Context: an optimization exercise on an open-source flow, tuned for small area, a short achievable clock period and few clock cycles per item. The choices shown serve that exercise and are no tape-out recipe.
The RTL was checked by simulation tests, not by an equivalence proof against the original design.

## run A
## gp_core
module gp_core (
    input  wire        clk,
    input  wire        rst,           
    input  wire        cmd_valid,
    output wire        cmd_ready,
    input  wire [31:0] cmd,
    input  wire [63:0] d,
    input  wire        alias_b_last,  
    output reg         rsp_valid,
    output reg  [63:0] q,
    output reg  [2:0]  err
);
    localparam [2:0] E_NONE  = 3'd0, E_FIELD = 3'd1, E_DIV0 = 3'd2,
                     E_OVFL  = 3'd3, E_UNFL  = 3'd4, E_ILLEGAL = 3'd5;
    reg [63:0] x0, x1, x2, x3;    
    reg [31:0] sw;                
    reg        zn_pend;           
    reg [1:0]  zn_idx;
    reg [31:0] ptr0, ptr1, cnt0, cnt1, pc, sb;
    reg [15:0] ofs0, ofs1, ix0, ix1, ixs0, ixs1, cnts0, cnts1, sp;
    reg [7:0]  mem0, mem1, mem2, mem3, mem4, mem5, mem6, mem7,
               mem8, mem9, mem10, mem11, mem12, mem13, mem14, mem15;
    reg [4:0]  sfree;             
    wire [1:0] sw_os = sw[19:18];
    reg        rdy;
    reg        s1_v;
    reg [7:0]  s1_op;
    reg [1:0]  s1_ra, s1_rb, s1_ci, s1_wf;
    reg [3:0]  s1_f;
    reg [63:0] s1_d;              
    reg        s1_al;
    reg        s1_ill;
    reg        s1_big;            
    reg        s1_gt1, s1_gt3, s1_gt7;
    reg [63:0] a_op;              
    reg [63:0] bx_op;             
    reg        s1_subm;
    reg [3:0]  s1_n;              
    reg        k_add, k_sub, k_logic, k_and, k_or, k_cmp, k_shl, k_shr, k_sar,
               k_mul, k_div, k_sext, k_set, k_getu, k_geti, k_sw, k_rfrd,
               k_rfwr, k_rst, k_push, k_pop;
    wire [7:0] c_op = cmd[31:24];
    wire [1:0] c_ra = cmd[23:22];
    wire [1:0] c_rb = cmd[21:20];
    wire [1:0] c_ci = cmd[19:18];
    wire [1:0] c_wf = cmd[17:16];
    wire [7:0] c_f  = cmd[15:8];
    wire c_alu  = (c_op[7:4] == 4'h1) && (c_op[3:0] <= 4'hB);
  ...
==> module gp_md, before the edit <==
module gp_md (
    input  wire        clk,
    input  wire        rst,
    input  wire        load,        
    input  wire        start,       
    input  wire        is_div,
    input  wire [63:0] a,
    input  wire [63:0] b,
    input  wire        w64,
    input  wire [1:0]  ra,
    input  wire [1:0]  rb,
    input  wire        alias_b,
    output wire        busy,
    output wire        busy_n,      
    output wire        wr,          
    output wire [1:0]  wr_idx,
    output wire [63:0] wr_val,
    output wire        fl_wr,       
    output wire        fl_z,
    output wire        fl_n,
    output wire        fl_v_wr,
    output wire        fl_v,
    output wire        sh_act,
    output wire [63:0] sh_in,
    output wire [5:0]  sh_amt,
    output wire        sh_zero,     
    input  wire [63:0] sh_out
);
    localparam [2:0] S_IDLE = 3'd0, S_NORM = 3'd1, S_STEP = 3'd2,
                     S_WB1 = 3'd3, S_WB2 = 3'd4, S_CORR = 3'd5;
    reg [2:0]  st;
    reg [64:0] R;                  
    reg [63:0] M, X;
    reg [1:0]  C;
    reg [6:0]  msh;                
    reg [7:0]  dsh;                
    reg        a_small, modd;
    reg [5:0]  cnt;
    reg        div, sgnq, sgna, wide, al, same, wr1, need2;
    reg [1:0]  r_a, r_b;
    assign busy = (st != S_IDLE);
    wire [63:0] mag_a = a[63] ? (~a + 64'd1) : a;
    wire [63:0] mag_b = b[63] ? (~b + 64'd1) : b;
    wire [6:0]  lzs_a, lzs_b;
    gp_lzc u_lza (.v(a ^ {64{a[63]}}), .n(lzs_a));
    gp_lzc u_lzb (.v(b ^ {64{b[63]}}), .n(lzs_b));
    wire        p2_a  = a[63] && ((a[62:0] & ~a[63:1]) == 63'd0);
    wire        p2_b  = b[63] && ((b[62:0] & ~b[63:1]) == 63'd0);
    wire        s_asm = (lzs_a >= lzs_b);               
    wire        q_neg  = (lzs_b < lzs_a) && !p2_a;
    wire        q_zero = (lzs_b == lzs_a) && !p2_a && !p2_b;
    wire [6:0]  msh_a = {lzs_a[6:1] + {5'd0, lzs_a[0] & !p2_a}, 1'b0};
    wire [6:0]  msh_b = {lzs_b[6:1] + {5'd0, lzs_b[0] & !p2_b}, 1'b0};
    wire [7:0]  s_dsh = {1'b0, lzs_b} - {1'b0, lzs_a} + {7'd0, p2_a} - {7'd0, p2_b};
    wire        s_same  = (ra == rb);
    wire        s_keepr = is_div ? alias_b : !alias_b;
    wire        s_two   = is_div | w64;
    wire       mnone   = msh[6];                        
    assign sh_act = (st == S_NORM);
    assign sh_in  = (!div && a_small) ? R[63:0] : M;
    assign sh_amt = div ? dsh[5:0] : msh[5:0];
    assign sh_zero = sh_act && !div && mnone;
    wire [1:0]  dig = X[63:62];
    wire        rneg = R[64];
    wire [65:0] op1 = div ? {R[64], R} : {2'b00, R[61:0], 2'b00};
    wire [65:0] op2 = div ? (rneg ? {2'b00, M} : {2'b11, ~M}) : (dig[1] ? {1'b0, M, 1'b0} : 66'd0);
    wire [65:0] op3 = (!div && dig[0]) ? {2'b00, M} : 66'd0;
    wire [65:0] t   = op1 + op2 + op3 + {65'd0, div & !rneg};
    wire [63:0] xm  = {X[61:0], R[63:62]} + {60'd0, C, 2'b00};
    wire        r_zero  = (R[63:0] == 64'd0);
    wire        rl_zero = (R[62:0] == 63'd0);
    wire        x_zero  = (X == 64'd0);
    wire        in_wb1  = (st == S_WB1);
    wire [63:0] wv      = in_wb1 ? R[63:0] : X;
    wire        wneg    = (in_wb1 && div) ? sgna : sgnq;
    wire        wcin    = in_wb1 | div | r_zero;
    reg  [63:0] pre_or;
    integer k;
    always @(*) begin
        pre_or[0] = 1'b0;
        for (k = 1; k < 64; k = k + 1) pre_or[k] = pre_or[k-1] | wv[k-1];
    end
    assign wr_val = wv ^ ({64{wneg}} & (pre_or | {64{!wcin}}));
    assign wr     = (in_wb1 && wr1) || (st == S_WB2);
    assign wr_idx = (in_wb1 ^ div) ? r_a : r_b;
    assign fl_wr  = in_wb1;
    assign fl_z   = div ? x_zero : (!wide && r_zero);
    assign fl_n   = div ? (sgnq ? !x_zero : X[63])
                        : (wide ? sgnq : (sgnq ? (R[63] ? rl_zero : !r_zero) : R[63]));
    assign fl_v_wr = in_wb1 && div;
    assign fl_v   = sgna && !r_zero;
    assign busy_n = !rst && ((st == S_IDLE) ? start :
                             in_wb1 ? need2 : (st != S_WB2));
    always @(posedge clk) begin
        if (rst) begin
            st <= S_IDLE;
        end else begin
            case (st)
                S_IDLE: begin
                    r_a  <= ra;
                    r_b  <= rb;
                    if (load) begin
                        R       <= {1'b0, mag_a};
                        M       <= mag_b;
                        X       <= 64'd0;
                        C       <= 2'd0;
                        a_small <= s_asm;
                        modd    <= s_asm ? (lzs_a[0] ^ p2_a) : (lzs_b[0] ^ p2_b);
                        msh     <= s_asm ? msh_a : msh_b;
                        dsh     <= s_dsh;
                        cnt     <= s_dsh[5:0];
                        div     <= is_div;
                        sgna    <= a[63];
                        wide    <= w64;
                        wr1     <= !(s_two && s_same && !s_keepr);
                        need2   <= s_two && !(s_same && s_keepr);
                    end
                    sgnq <= (a[63] ^ b[63]) & start;
                    if (start) st <= !is_div ? S_NORM : q_neg ? S_WB1 :
                                      q_zero ? S_STEP : S_NORM;
                end
                S_NORM: begin
                    if (div) begin
                        st  <= dsh[7] ? S_WB1 : S_STEP;
                        M   <= sh_out;
                    end else begin
                        st  <= mnone ? S_WB1 : S_STEP;
                        X   <= sh_out;
                        M   <= a_small ? M : R[63:0];
                        R   <= {1'b0, modd ? (a_small ? M : R[63:0]) : 64'd0};
                        cnt <= 6'd31 - {1'b0, msh[5:1]};
                    end
                end
                S_STEP: begin
                    if (div) begin
                        R <= t[64:0];
                        X <= {X[62:0], !t[64]};
                        if (cnt != 6'd0) M <= {1'b0, M[63:1]};
                    end else begin
                        R <= {1'b0, t[63:0]};
                        X <= xm;
                        C <= t[65:64];
                    end
                    cnt <= cnt - 6'd1;
                    if (cnt == 6'd0) st <= (div && t[64]) ? S_CORR : S_WB1;
                end
                S_CORR: begin
                    R  <= t[64:0];
                    st <= S_WB1;
                end
                S_WB1: begin
                    st <= need2 ? S_WB2 : S_IDLE;
                    X  <= X + {62'd0, C};
                end
                default: st <= S_IDLE;
            endcase
        end
    end
endmodule
clock: 11.0 ns
lec_check: 0
cap_margin: 30
core_margin: 2
core_utilization: 40
slew_margin: 20
standard.sh (not shown) runs the stock make flow with config.mk's settings and CLKGATE_MAP_FILE= SYNTH_SCRIPT=/design/flow/synth_recipe.tcl, a recipe that flattens the netlist after the stock synthesis.
==> flow/flow/run.sh <==
#!/bin/bash
# Own layout flow: the standard synthesis, then the standard ORFS steps with
# different repair settings (the SDC and clock period are unchanged): a larger
# setup margin for timing repair and the extra ORFS variables in flow/knobs.txt.
set -euo pipefail
W="$(pwd)"
MARGIN="$(cat flow/margin.txt)"
EXTRA="$(cat flow/knobs.txt 2>/dev/null || true)"
bash standard.sh synth > "$W/synth.log" 2>&1
# the same make command and knobs as standard.sh, with SETUP_SLACK_MARGIN raised
KNOBS=$(grep '^make ' standard.sh | sed -e 's/^.*CLKGATE_MAP_FILE= //' -e 's/ "\${@:-finish}"$//' -e 's/SETUP_SLACK_MARGIN=[^ ]*//')
eval make -C "$FLOW_HOME" DESIGN_CONFIG="$W/config.mk" WORK_HOME="$W/orfs" CLKGATE_MAP_FILE= \
    $KNOBS SETUP_SLACK_MARGIN="$MARGIN" $EXTRA finish > "$W/layout.log" 2>&1
R="$W/orfs/results/$FLOW_PLATFORM/gp_core/base"
: # left out here: write the final layout as DEF
==> flow/flow/knobs.txt <==
BUFFER_PORTS_ARGS="-buffer_cell sky130_fd_sc_hd__buf_2"
==> flow/flow/margin.txt <==
6.0
Testbench counts of run A, summed over its fixed seeds: cycles 23,831, items 16,000.
Relative to run A, the following input files were edited for run B:
diff --git a/flow/design.v b/flow/design.v
--- a/flow/design.v
+++ b/flow/design.v
@@ -37,5 +37,7 @@
     reg        a_small, modd;
     reg [5:0]  cnt;
-    reg        div, sgnq, sgna, wide, al, same, wr1, need2;
+    reg        div, sgnq, sgna, wide, wr1, need2;
+    reg        opdiv;              
+    reg        wneg1;              
     reg [1:0]  r_a, r_b;
     assign busy = (st != S_IDLE);
@@ -63,8 +65,8 @@
     wire [1:0]  dig = X[63:62];
     wire        rneg = R[64];
-    wire [65:0] op1 = div ? {R[64], R} : {2'b00, R[61:0], 2'b00};
-    wire [65:0] op2 = div ? (rneg ? {2'b00, M} : {2'b11, ~M}) : (dig[1] ? {1'b0, M, 1'b0} : 66'd0);
-    wire [65:0] op3 = (!div && dig[0]) ? {2'b00, M} : 66'd0;
-    wire [65:0] t   = op1 + op2 + op3 + {65'd0, div & !rneg};
+    wire [65:0] op1 = opdiv ? {R[64], R} : {2'b00, R[61:0], 2'b00};
+    wire [65:0] op2 = opdiv ? (rneg ? {2'b00, M} : {2'b11, ~M}) : (dig[1] ? {1'b0, M, 1'b0} : 66'd0);
+    wire [65:0] op3 = (!opdiv && dig[0]) ? {2'b00, M} : 66'd0;
+    wire [65:0] t   = op1 + op2 + op3 + {65'd0, opdiv & !rneg};
     wire [63:0] xm  = {X[61:0], R[63:62]} + {60'd0, C, 2'b00};
     wire        r_zero  = (R[63:0] == 64'd0);
@@ -72,14 +74,15 @@
     wire        x_zero  = (X == 64'd0);
     wire        in_wb1  = (st == S_WB1);
-    wire [63:0] wv      = in_wb1 ? R[63:0] : X;
-    wire        wneg    = (in_wb1 && div) ? sgna : sgnq;
-    wire        wcin    = in_wb1 | div | r_zero;
     reg  [63:0] pre_or;
     integer k;
     always @(*) begin
         pre_or[0] = 1'b0;
-        for (k = 1; k < 64; k = k + 1) pre_or[k] = pre_or[k-1] | wv[k-1];
+        for (k = 1; k < 64; k = k + 1) pre_or[k] = pre_or[k-1] | R[k-1];
     end
-    assign wr_val = wv ^ ({64{wneg}} & (pre_or | {64{!wcin}}));
+    wire [63:0] fix_r = R[63:0] ^ ({64{wneg1}} & pre_or);
+    wire [63:0] xc    = X + {62'd0, C};
+    wire [63:0] xneg  = ~xc + 64'd1;
+    wire [63:0] fix_x = !sgnq ? xc : (div | r_zero) ? xneg : ~xc;
+    assign wr_val = in_wb1 ? fix_r : X;
     assign wr     = (in_wb1 && wr1) || (st == S_WB2);
     assign wr_idx = (in_wb1 ^ div) ? r_a : r_b;
@@ -111,4 +114,6 @@
                         cnt     <= s_dsh[5:0];
                         div     <= is_div;
+                        opdiv   <= is_div;
+                        wneg1   <= is_div ? a[63] : (a[63] ^ b[63]);
                         sgna    <= a[63];
                         wide    <= w64;
@@ -151,5 +156,10 @@
                 S_WB1: begin
                     st <= need2 ? S_WB2 : S_IDLE;
-                    X  <= X + {62'd0, C};
+                    X  <= fix_x;
+                    if (!need2) opdiv <= 1'b0;
+                end
+                S_WB2: begin
+                    st    <= S_IDLE;
+                    opdiv <= 1'b0;
                 end
                 default: st <= S_IDLE;
### Flow results
Comparing run A and run B, the one run not ending clean was run B. In the flow results for run A and run B, the overall routed net length is smaller on run A. Number of stages on the worst setup path (run B vs. run A) increases by a few percent. Number of antenna violations at the first check in global routing ends up lower on run B. [compare] base=run A new=run B: worst setup margin has increased; worst-case headroom to the max-slew limit has decreased. Master of the slowest instance on the critical path: edfxtp_1 -> run B, fa_1 -> run A. Non-clock buffer count for run B: about 0.66% down relative to run A. Diff run A -> run B: buffer and inverter count on the worst path went up 2, post-route standard cell area excluding fillers went up about 2.2%, critical path's largest stage delay went down 70 ps. Compared to run A, run B has via count 7.6% higher. [run B] met3 track demand over resource fell 2.4 points relative to run A. In run B relative to run A, count of cells along the worst register-to-register path had gone up by a few percent.
Testbench counts of run B, summed over its fixed seeds: cycles 23,831, items 16,000.

[port drivers added, routing unchanged]
No port has a modelled driver above. Below, the same layouts with a new extraction and two added sets of constraints.
Step 1, drivers: a clkbuf_16 drives clk and a buf_2 each remaining input, both assumed.
Step 2 moves the port delays by t, midway between the first and last clock arrival at a register: inputs arrive t later, outputs are due t later. That takes back most of the time a late clock gives input paths.
Slacks: ideal ports / drivers / drivers and shift; pairs: ideal ports / drivers.
| run | shift t [ns] | setup WS [ns] | latest minus earliest clock arrival (ns) | slew at the worst register clock pin (ns) | pins driven straight from the clock port |
|---|---|---|---|---|---|
| run A | 0.959 | 5.443 / 5.443 / 5.212 | 0.108 / 0.107 | 0.07 / 0.07 | 1 |
| run B | 0.994 | 5.515 / 5.515 / 5.121 | 0.069 / 0.069 | 0.07 / 0.07 | 1 |
For run B, which loses most, drivers alone change the setup slack by 0.000 ns; drivers and shift together by -0.394 ns.
